This is an optimization exercise on Yosys and OpenROAD, whose aim is small area, a short achievable clock period and few clock cycles, not a production implementation. The RTL was checked by simulation tests, not by an equivalence proof against the original design. Power and IR drop assume default switching activity.

--- flow/flow/run.sh ---
#!/bin/bash
# The standard layout, with stronger port buffers than buffer_ports picks by
# default (it picks a slow delay cell when timing has slack to spare).
set -euo pipefail
export BUFFER_PORTS_ARGS="-buffer_cell sky130_fd_sc_hd__buf_4"
bash standard.sh > standard.log 2>&1
--- flow/standard.sh ---
#!/bin/bash
# synth_recipe.tcl (not shown) runs the flow's synth.tcl, then flattens the netlist and writes it again
# the make line also repeats each setting of config.mk as NAME=value (left out here)
make -C /OpenROAD-flow-scripts/flow DESIGN_CONFIG=/design/flow/config.mk WORK_HOME=/design/flow/orfs CLKGATE_MAP_FILE= SYNTH_SCRIPT=/design/flow/synth_recipe.tcl "${@:-finish}"
--- flow/config.mk ---
export PLATFORM = sky130hd
export DESIGN_NAME = bq_encoder
export DESIGN_NICKNAME = bq_encoder
export VERILOG_FILES = /design/flow/design.v
export SDC_FILE = /design/flow/constraint.sdc
export NUM_CORES = 4
export LEC_CHECK = 0
export CAP_MARGIN = 20
export CORE_MARGIN = 2
export CORE_UTILIZATION = 40
export CTS_CLUSTER_DIAMETER = 80
export CTS_CLUSTER_SIZE = 25
export SLEW_MARGIN = 20
--- flow/constraint.sdc ---
create_clock -name core_clock -period 33.0 [get_ports {clk}]
set_input_delay 6.6000 -clock core_clock [delete_from_list [all_inputs] [get_ports {clk}]]
set_output_delay 6.6000 -clock core_clock [all_outputs]
set_load 0.01 [all_outputs]
--- flow/design.v ---
module bq_encoder (
    input  wire        clk,
    input  wire        rst,           
    input  wire        start,
    output wire        start_ready,
    input  wire [3:0]  cfg_w,         
    input  wire [3:0]  cfg_h,         
    input  wire [3:0]  cfg_d,         
    input  wire [3:0]  cfg_c,         
    input  wire        pix_valid,
    output wire        pix_ready,
    input  wire [23:0] pix_data,
    output reg         res_valid,
    output reg  [7:0]  res_data,
    output reg         done,
    output reg  [7:0]  base_y,
    output reg  [7:0]  max_delta,
    output reg  [3:0]  rbn,
    output reg  [2:0]  shift,
    output reg  [7:0]  avg_cr,
    output reg  [7:0]  avg_cb,
    output reg  [6:0]  csize
);
    localparam Q = 3;           
    reg        rs;
    reg        in_active;       
    reg        start_ready_r, pix_ready_r;
    reg  [2:0] wm1, hm1;        
    reg  [2:0] col, row;        
    reg  [3:0] d_in, c_in;      
    reg  [3:0] d_blk, c_blk;    
    assign start_ready = start_ready_r;
    assign pix_ready   = pix_ready_r;
    wire st_acc   = start & start_ready_r;
    wire px_acc   = pix_valid & pix_ready_r;
    wire is_first = (col == 3'd0) & (row == 3'd0);
    wire is_last  = (col == wm1) & (row == hm1);
    reg [23:0] p0;  reg v0, f0, l0;
    reg [7:0]  y1;  reg [8:0] tr1, tb1;  reg v1, f1, l1;
    reg        cons;            
    reg  [6:0]  cnt;
    reg  [7:0]  min_y, max_y;
    reg  [13:0] sum_cr, sum_cb;
    reg  [7:0]  ybuf [0:63];
    reg  [5:0]  wptr, rptr;
    reg  [6:0]  occ;            
    reg  [6:0]  rdy;            
    reg  [16:0] dq [0:Q-1];
    reg  [1:0]  dq_wp, dq_rp;
    reg  [2:0]  dq_n;
    reg  [6:0]  div_n;
    reg  [3:0]  div_cnt;
    reg  [5:0]  rem_cr, rem_cb;
    wire rd_en = (rdy != 7'd0);
    wire [2:0] col_inc = (col == wm1) ? 3'd0 : col + 3'd1;
    wire [2:0] row_inc = (col == wm1) ? row + 3'd1 : row;
    wire       last_after_acc = (col_inc == wm1) & (row_inc == hm1);
    wire       last_after_st  = (cfg_w == 4'd1) & (cfg_h == 4'd1);
    wire [6:0] rdy_n   = rdy - {6'd0, rd_en} + (cons ? cnt : 7'd0);
    wire [6:0] occ_n0  = occ - {6'd0, rd_en};
    wire [6:0] occ_n1  = occ_n0 + 7'd1;
    wire       cons_n  = v1 & l1;
    wire       s1l_n   = v0 & l0;
    wire       n2_n    = (cnt != 7'd0);         
    wire       e0 = (rdy_n >= 7'd1);
    wire       e1 = (rdy_n >= 7'd2) | cons_n;
    wire       e2 = (rdy_n >= 7'd3) | s1l_n | (cons_n & n2_n);
    wire [1:0] g  = {1'b0, e0} + {1'b0, e1} + {1'b0, e2};
    wire [6:0] lim = 7'd63 + {5'd0, g};
    wire       occ_ok0 = (occ_n0 <= lim);
    wire       occ_ok1 = (occ_n1 <= lim);
    wire       last_ok = ~(v0 & l0) & ~(v1 & l1) & ~cons &
                         (div_cnt <= 4'd4) & (dq_n < Q);
    wire pr_st = occ_ok0 & (~last_after_st | last_ok);
    wire pr_px = ~is_last & occ_ok1 & (~last_after_acc | last_ok);
    wire pr_no = in_active & occ_ok0 & (~is_last | last_ok);
    always @(posedge clk) begin
        rs            <= rst;
        start_ready_r <= ~rst & (rs | (st_acc ? 1'b0 : (px_acc & is_last) ? 1'b1 : start_ready_r));
        pix_ready_r   <= ~rst & ~rs & (st_acc ? pr_st : px_acc ? pr_px : pr_no);
        if (rs)
            in_active <= 1'b0;
        else if (st_acc)
            in_active <= 1'b1;
        else if (px_acc & is_last)
            in_active <= 1'b0;
        if (~in_active) begin
            wm1  <= cfg_w[2:0] - 3'd1;
            hm1  <= cfg_h[2:0] - 3'd1;
            col  <= 3'd0;
            row  <= 3'd0;
            d_in <= cfg_d;
            c_in <= cfg_c;
        end else if (px_acc) begin
            col <= col_inc;
            row <= row_inc;
        end
        if (pix_ready_r & is_last) begin
            d_blk <= d_in;
            c_blk <= c_in;
        end
    end
    wire [25:0] pr = p0[23:16], pg = p0[15:8], pb = p0[7:0];
    wire [25:0] y_acc = (pr<<16)+(pr<<13)+(pr<<12)+(pr<<9)+(pr<<5)+(pr<<3)+(pr<<2)+pr
                      + (pg<<17)+(pg<<14)+(pg<<12)+(pg<<11)+(pg<<8)+(pg<<4)+(pg<<2)+(pg<<1)
                      + (pb<<14)+(pb<<13)+(pb<<12)+(pb<<10)+(pb<<7)+(pb<<5)+(pb<<4)+(pb<<3)+(pb<<2)
                      + 26'd256;
    wire [7:0]  y0 = y_acc[25:18];
    always @(posedge clk) begin
        p0  <= pix_data;
        f0  <= is_first;
        l0  <= is_last;
        y1  <= y0;
        tr1 <= {1'b0, p0[23:16]} + {1'b0, ~y0} + 9'd1;
        tb1 <= {1'b0, p0[7:0]}   + {1'b0, ~y0} + 9'd1;
        f1  <= f0;
        l1  <= l0;
        v0  <= px_acc & ~rs;
        if (rs) begin
            v1   <= 1'b0;
            cons <= 1'b0;
        end else begin
            v1   <= v0;
            cons <= v1 & l1;
        end
    end
    wire [21:0] TR = {13'd0, tr1}, TB = {13'd0, tb1};
    wire [21:0] cr_num = (TR<<12)+(TR<<10)+(TR<<9)+(TR<<7)+(TR<<6)+(TR<<4)+TR + 22'd3747584;
    wire [21:0] cb_num = (TB<<12)+(TB<<9)+(TB<<3)+(TB<<2)+TB + 22'd4059904;
    wire [7:0]  cr = cr_num[20:13];
    wire [7:0]  cb = cb_num[20:13];
    always @(posedge clk) begin
        if (v1) begin
            ybuf[wptr] <= y1;
            if (f1 | (y1 < min_y)) min_y <= y1;
            if (f1 | (y1 > max_y)) max_y <= y1;
        end
        sum_cr <= ((v1 & f1) ? 14'd0 : sum_cr) + {6'd0, cr & {8{v1}}};
        sum_cb <= ((v1 & f1) ? 14'd0 : sum_cb) + {6'd0, cb & {8{v1}}};
        if (rs | cons)
            cnt <= 7'd0;
        else if (v1)
            cnt <= cnt + 7'd1;
    end
    wire [7:0] delta = max_y - min_y;
    reg  [3:0] rbn_c;
    integer k;
    always @(*) begin
        rbn_c = 4'd0;
        for (k = 0; k < 8; k = k + 1)
            if (delta > (8'd1 << k))
                rbn_c = k[3:0] + 4'd1;
    end
    wire [3:0] shift_c = (rbn_c > d_blk) ? (rbn_c - d_blk) : 4'd0;
    wire [9:0] nd      = cnt * d_blk;
    wire [6:0] csize_c = (delta != 8'd0) ? (7'd4 + nd[9:3] + {6'd0, (nd[2:0] != 3'd0)}) : 7'd4;
    wire [7:0] keep    = ~(8'hff >> c_blk);       
    wire [6:0] rem2_cr = {rem_cr, avg_cr[7]};
    wire [6:0] rem2_cb = {rem_cb, avg_cb[7]};
    wire       ge_cr   = (rem2_cr >= div_n);
    wire       ge_cb   = (rem2_cb >= div_n);
    wire [6:0] sub_cr  = rem2_cr - div_n;
    wire [6:0] sub_cb  = rem2_cb - div_n;
    always @(posedge clk) begin
        if (cons) begin
            base_y    <= min_y;
            max_delta <= delta;
            rbn       <= rbn_c;
            shift     <= shift_c[2:0];
            csize     <= csize_c;
            div_n     <= cnt;
            rem_cr    <= sum_cr[13:8];
            rem_cb    <= sum_cb[13:8];
            avg_cr    <= sum_cr[7:0] & keep;
            avg_cb    <= sum_cb[7:0] & keep;
        end else if (div_cnt != 4'd0) begin
            rem_cr <= ge_cr ? sub_cr[5:0] : rem2_cr[5:0];
            rem_cb <= ge_cb ? sub_cb[5:0] : rem2_cb[5:0];
            avg_cr <= {avg_cr[6:0], ge_cr};
            avg_cb <= {avg_cb[6:0], ge_cb};
        end
        done <= ~rst & ~rs & (div_cnt == 4'd1);
        if (rs)
            div_cnt <= 4'd0;
        else if (cons)
            div_cnt <= c_blk;
        else if (div_cnt != 4'd0)
            div_cnt <= div_cnt - 4'd1;
    end
    wire [16:0] head     = dq[dq_rp];
    reg  [7:0]  rd_y;
    integer ri;
    always @(*) begin
        rd_y = 8'd0;
        for (ri = 0; ri < 64; ri = ri + 1)
            rd_y = rd_y | (ybuf[ri] & {8{rptr == ri[5:0]}});
    end
    wire [7:0]  rd_d     = rd_y - head[16:9];
    wire        blk_end  = (rptr == head[5:0]);
    wire        dq_pop   = rd_en & blk_end;
    always @(posedge clk) begin
        res_data  <= rd_d >> head[8:6];
        res_valid <= ~rst & ~rs & rd_en;
        if (cons)
            dq[dq_wp] <= {min_y, shift_c[2:0], wptr - 6'd1};
        if (rs) begin
            wptr  <= 6'd0;
            rptr  <= 6'd0;
            occ   <= 7'd0;
            rdy   <= 7'd0;
            dq_wp <= 2'd0;
            dq_rp <= 2'd0;
            dq_n  <= 3'd0;
        end else begin
            if (v1) wptr <= wptr + 6'd1;
            if (rd_en) rptr <= rptr + 6'd1;
            occ <= px_acc ? occ_n1 : occ_n0;
            rdy <= rdy_n;
            if (cons) dq_wp <= (dq_wp == Q - 1) ? 2'd0 : dq_wp + 2'd1;
            if (dq_pop) dq_rp <= (dq_rp == Q - 1) ? 2'd0 : dq_rp + 2'd1;
            dq_n <= dq_n + {2'd0, cons} - {2'd0, dq_pop};
        end
    end
endmodule
==> metrics.cfg, run 1 <==
[run_status]
outcome = no timing/DRC/antenna violations

[die]
die_w_um = 327
row_count = 118
die_y_um = 327
die_area_um2 = 107000
core_area_um2 = 103000
initial_core_util = 0.403
ios = 102

[timing]
fmax_mhz = 127
hold_violations = 0
slew_viol_final = 0
finalSetupViolations = 0
relSlewSlack = 0.165
whs_ns = 0.334
rsz0062_at_grt = false
skew_ns = 0.0668
fin_crit_sh = 0.238
tns_ns = 0
worst_pin_slew_ns = 1.25
period_minus_slack_ns = 7.86

[critical_path]
crit_required_ns = 26.40
crit_fanout = 3
cp-start-kind = register
max_stage_delay_ns = 0.44
path_class = register to output port
cp_cell_sequence = buf_4
crit_buf_inv = 1
critPathArrivalTime_ns = 1.26
critPathCaptureType = output port
crit_family = flip-flops
cp_slowest_cell = edfxtp_1

[grt]
grtUsageMet2 = 0.345
grt.met3_usage = 0.0510
grt_pass1_vias = 25700
top_usage_layer = met2
grt_first_pass_wirelength_um = 174000
grt_overflow = 0
grt_usage = 0.221
use_met1 = 0.300
antenna_found_initial = 3
grt_max_degree = 69

[power_and_ir_drop]
power_frac_clock = 0.140
seqPwrFrac = 0.301
comb_power_share = 0.558
peakVddDrop_mv = 0.283
power_uw = 4660
internal_power_uw = 2720
swShare = 0.418
cellPowerDensity_nw_per_um2 = 101
power.switching_uw = 1950
power.leakage_uw = 0.0177

[detailed_routing]
detail_route.iter0.violations = 3256
firstDrtPassIters = 6
routed_wl_um = 118000
vias = 26700
post_drt_via_cell_ratio = 5.56
drc = 0
antenna_left = 0
routedWlPerCell_um = 24.7

[cts]
clockBufferDepth = 3
post_cts_buffers = 0
cts_num_sinks = 817
cts_resized = 0
htree_levels = 2
cts_hold_buffers = 0
cts_buffers = 45
insertion_delay_ns = 0.70
cts_root_buffer = clkbuf_16
cts.reportedPaths.clkPinSlew_ns = 0.09
cts_tree = done

[synth]
syn_inst = 3213
synth_cell_types = 95
ys.warnings.count = 1
ys_seq_area_frac = 0.552
ys_ff_latch = 817
synth_edf_count = 666
yosysTopAreaCell = edfxtp_1
synth_area_um2 = 41700
synthFlopType = edfxtp_1
synth_nets = 3737
synth.top_cell.area_share = 0.480
synth.area.top_cells = edfxtp_1, fa_1, ha_1
async_flop_share = 0
avgSynthCellArea_um2 = 13.0

[placed_design]
gp_congestion = 0.963
hpwlAfterDp_um = 84100
post_dp_cell_area_um2 = 44600
io_buffer_count = 101

[finish]
final_area_um2 = 46200
drive_gt1_frac = 0.0993
area_growth_syn_to_layout_pct = 10.7
n_fill_cell = 9390
finalNetCount = 3910
final_core_util = 0.446

[min_path]
hp-class = register to register

[flow_run]
cap_violations = 0

[cell usage after synthesis (all sizes together), types with 5 or more instances]
master / n
edfxtp: 666
inv: 354
ha: 279
nor2: 278
fa: 201
dfxtp: 151
nand2: 149
a21oi: 106
xnor2: 88
a221oi: 77
a22o: 76
o21ai: 74
a22oi: 62
xor2: 60
nand3: 51
mux2i: 50
clkbuf: 47
nand4: 47
and2: 42
buf: 31
nor2b: 30
a21o: 29
nor3: 27
o21a: 26
nand2b: 18
o21bai: 15
o2bb2ai: 12
and3: 11
o211ai: 11
a211oi: 10
or3: 10
a31oi: 9
nor4: 9
nand3b: 7
nor3b: 7
a32oi: 6
a21boi: 5
mux2: 5
o22a: 5
or4: 5
[layout by cell type (no fill, tap or decap), types with 45 or more instances in the layout]
cell type,instances
edfxtp_1,666
inv_1,353
ha_1,279
nor2_1,251
buf_4,204
fa_1,201
nand2_1,146
dfxtp_1,142
a21oi_1,105
xnor2_1,88
a22o_1,76
a221oi_1,76
o21ai_0,68
a22oi_1,62
xor2_1,60
nand3_1,51
mux2i_1,50
nand4_1,47
clkbuf_16,45
[power groups by stage]
stage / sequential, uW / clock (uW) / combinational (uW)
6_report: 1410 / 654 / 2600
5_1_grt: 1420 / 696 / 2990
4_1_cts: 1410 / 663 / 2640
3_5_place_dp: 1430 / 0 / 2620
3_3_place_gp: 1430 / 0 / 2580
2_1_floorplan: 1450 / 0 / 1910
[flip-flops by register name (all words and copies together) (netlist names), 8 cells and up, named ones only]
name and flops:
max_y 8, base_y 8, max_delta 8, tr1 9, res_data 8, p0 24, sum_cr 14, min_y 8
y1 8, sum_cb 14, ybuf 512, avg_cb 8, dq 51, tb1 9, avg_cr 8
[metrics by stage]
stage / worst slack (ns) / instances
global placement: 25.14 / 4716
global route: 25.11 / 4803
floorplan: 25.54 / 3213
CTS: 25.11 / 4802
finish: 25.14 / 4805
detailed placement: 25.14 / 4718
[layer usage]
| layer | share of wire | wire length (um) | vias up |
|---|---|---|---|
| met5 | 0.00026 | 31 | - |
| met4 | 0.043 | 5100 | 4 |
| met3 | 0.099 | 11700 | 255 |
| met2 | 0.45 | 53500 | 1251 |
| met1 | 0.41 | 48100 | 13300 |
| li1 | - | - | 11900 |
[final timing paths]
| kind | from | to | slack (ns) | cells past startpoint |
|---|---|---|---|---|
| worst max-delay path | avg_cb[7] | avg_cb[7] | 25.14 | 1 |
| worst min-delay path | f0 | f1 | 0.33 | 0 |
| worst max register to register | p0[17] | tr1[8] | 25.96 | 25 |
| worst min register to register | f0 | f1 | 0.33 | 0 |
[final cells by class]
type / count / area [um2] / share of cell area
multi-input combinational: 1963 / 17000 / 0.369
inverter: 355 / 1330 / 0.0289
tap: 1380 / 1730 / 0.0374
clock buffer: 61 / 1200 / 0.0259
clock inverter: 23 / 313 / 0.00678
timing repair buffer: 204 / 1530 / 0.0332
antenna: 2 / 5.00 / 0.000108
sequential: 817 / 23000 / 0.499
[cell families after synthesis]
family | synth area share
buf+inv | 0.0412
compound gates | 0.0991
flops | 0.552
xor+xnor | 0.0322
fa+ha+maj | 0.180
simple gates | 0.0814
mux | 0.0139
Testbench counts, summed over its fixed seeds: cycles 10,665.
==> run 2, diff against run 1 <==
--- a/flow/config.mk
+++ b/flow/config.mk
@@ -7,7 +7,8 @@
 export LEC_CHECK = 0
 export CAP_MARGIN = 20
 export CORE_MARGIN = 2
-export CORE_UTILIZATION = 40
-export CTS_CLUSTER_DIAMETER = 80
+export CORE_UTILIZATION = 60
+export CTS_CLUSTER_DIAMETER = 60
 export CTS_CLUSTER_SIZE = 25
+export PLACE_DENSITY = 0.72
 export SLEW_MARGIN = 20
==> metrics.cfg, run 2 <==
[cts]
cts.reportedPaths.clkPinSlew_ns = 0.08
post_cts_buffers = 0
cts_hold_buffers = 0
htree_levels = 2
cts_num_sinks = 817
cts_tree = done
insertion_delay_ns = 0.67
cts_buffers = 53
cts_resized = 0
clockBufferDepth = 3
cts_root_buffer = clkbuf_16

[critical_path]
crit_buf_inv = 1
critPathCaptureType = output port
cp_slowest_cell = dfxtp_1
path_class = register to output port
cp_cell_sequence = buf_4
crit_fanout = 4
cp-start-kind = register
max_stage_delay_ns = 0.46
critPathArrivalTime_ns = 1.27
crit_family = flip-flops
crit_required_ns = 26.40

[synth]
ys_seq_area_frac = 0.552
synth_nets = 3737
synth_area_um2 = 41700
synth_most_common_cell = edfxtp_1
synthFlopType = edfxtp_1
synth.top_cell.area_share = 0.480
async_flop_share = 0
syn_inst = 3213
ys_ff_latch = 817
synth_common_cells = edfxtp_1, inv_1, ha_1, nor2_1, fa_1
synth_cell_types = 95
synth_edf_count = 666
ys.warnings.count = 1
synth.area.top_cells = edfxtp_1, fa_1, ha_1
yosysTopAreaCell = edfxtp_1
avgSynthCellArea_um2 = 13.0

[finish]
largest_reg_flops = 512
n_fill_cell = 5010
area_growth_syn_to_layout_pct = 10.2
final_cell_mix = edfxtp_1, inv_1, ha_1
final_core_util = 0.669
fin_cells = 4357
finalNetCount = 3907
drive_gt1_frac = 0.104
final_common_cell = edfxtp_1
top_regs = ybuf (512), dq (51), p0 (24)
regMostFlops = ybuf

[placed_design]
gp_congestion = 0.984
hpwlAfterDp_um = 84200
io_buffer_count = 101
dp.cells = 4259
dp_slack_ns = 25.14

[grt]
antenna_found_initial = 4
grt_usage = 0.333
grt_pass1_vias = 27100
grt_overflow = 0
grt_first_pass_wirelength_um = 173000
grt_max_degree = 74

[detailed_routing]
routedWlPerCell_um = 27.1
post_drt_via_cell_ratio = 6.29
drc = 0
routed_wl_um = 118000
firstDrtPassIters = 6
vias = 27400
detail_route.iter0.violations = 3596
antenna_left = 0

[timing]
finalSetupViolations = 0
fin_ws_ns = 25.13
tns_ns = 0
worst_pin_slew_ns = 1.32
hold_violations = 0
period_minus_slack_ns = 7.87
fin_crit_sh = 0.238
slew_viol_final = 0
rsz0062_at_grt = false
fmax_mhz = 127
skew_ns = 0.0445
relSlewSlack = 0.118

[die]
row_count = 96
core_area_um2 = 68700
initial_core_util = 0.607
die_area_um2 = 71600
ios = 102
die_y_um = 268
die_w_um = 268

[power_and_ir_drop]
peakVddDrop_mv = 0.274
power_uw = 4840
power.leakage_uw = 0.0179
cellPowerDensity_nw_per_um2 = 105

[run_status]
outcome = no timing/DRC/antenna violations

[flow_run]
cap_violations = 0

[min_path]
hp-class = register to register

## run 2: final timing paths
kind | cells after the start | endpoint | slack, ns | startpoint
min reg2reg | 0 | f1 | 0.34 | f0
min | 0 | f1 | 0.34 | f0
max | 1 | pix_ready | 25.13 | pix_ready_r
max reg2reg | 25 | tr1[8] | 25.98 | p0[7]
## run 2: cell type report
type | instances | area [um2] | area share
clock inverters | 39 | 510 | 0.0111
multi-input cells | 1963 | 17000 | 0.371
diodes | 1 | 2.50 | 0.0000545
flip-flops and latches | 817 | 23000 | 0.501
well taps | 931 | 1160 | 0.0253
clock buffers | 58 | 1420 | 0.0309
inverters | 355 | 1330 | 0.0290
repair buffers | 193 | 1450 | 0.0316
## run 2: power by group
part           leakage (uW)  internal, uW  switching [uW]
Combinational       0.00964          1130            1550
Sequential          0.00729          1320            94.3
Clock              0.000937           339             402
## run 2: per-layer routing
metal | share of wire | up-vias | track usage
met3 | 0.12 | 284 | 0.0872
met4 | 0.045 | 6 | 0.127
met1 | 0.38 | 13500 | 0.443
met5 | 0.00031 | - | 0
li1 | - | 11900 | -
met2 | 0.46 | 1662 | 0.529
## run 2: cell families (layout without fill, tap and decap cells)
logic type	count (synthesis)	count (layout)	share of synthesized area
flip-flops	817	817	0.552
AND/OR/NAND/NOR	710	710	0.0814
AO/OA/AOI/OAI	567	567	0.0991
adder cells (fa/ha/maj)	480	480	0.180
buffers and inverters	433	645	0.0412
XOR/XNOR	150	150	0.0322
multiplexers	56	56	0.0139
other	0	1	0
## run 2: metrics by stage
step | cell area [um2] | hold WS (ns)
floorplan | 41700 | 0.310
global placement | 44000 | 0.314
detailed placement | 44000 | 0.318
CTS | 45900 | 0.338
global route | 46000 | 0.348
finish | 46000 | 0.338

-- port drivers added, routing unchanged --
The results above use ideal ports. As a check the final layouts listed here were re-extracted and re-timed, cells and wires unchanged. Step 1: set_driving_cell puts a clkbuf_16 on clk and a buf_2 on each other input, an assumption about the parent block. Step 2, shift: input delay + t, output delay - t, t = (earliest + latest rising clock arrival at the registers) / 2. This alone moves slack from input paths to output paths. Slacks: ideal ports / drivers / drivers and shift; pairs: ideal ports / drivers.
run	shift t [ns]	setup WS [ns]	latest minus earliest clock arrival (ns)
run 1	0.723	25.143 / 25.078 / 25.132	0.083 / 0.083
run 2	0.706	25.133 / 25.070 / 25.093	0.053 / 0.053
After both steps every run listed still meets setup and hold. For run 2, which loses most, drivers alone change the setup slack by -0.063 ns; drivers and shift together by -0.040 ns.
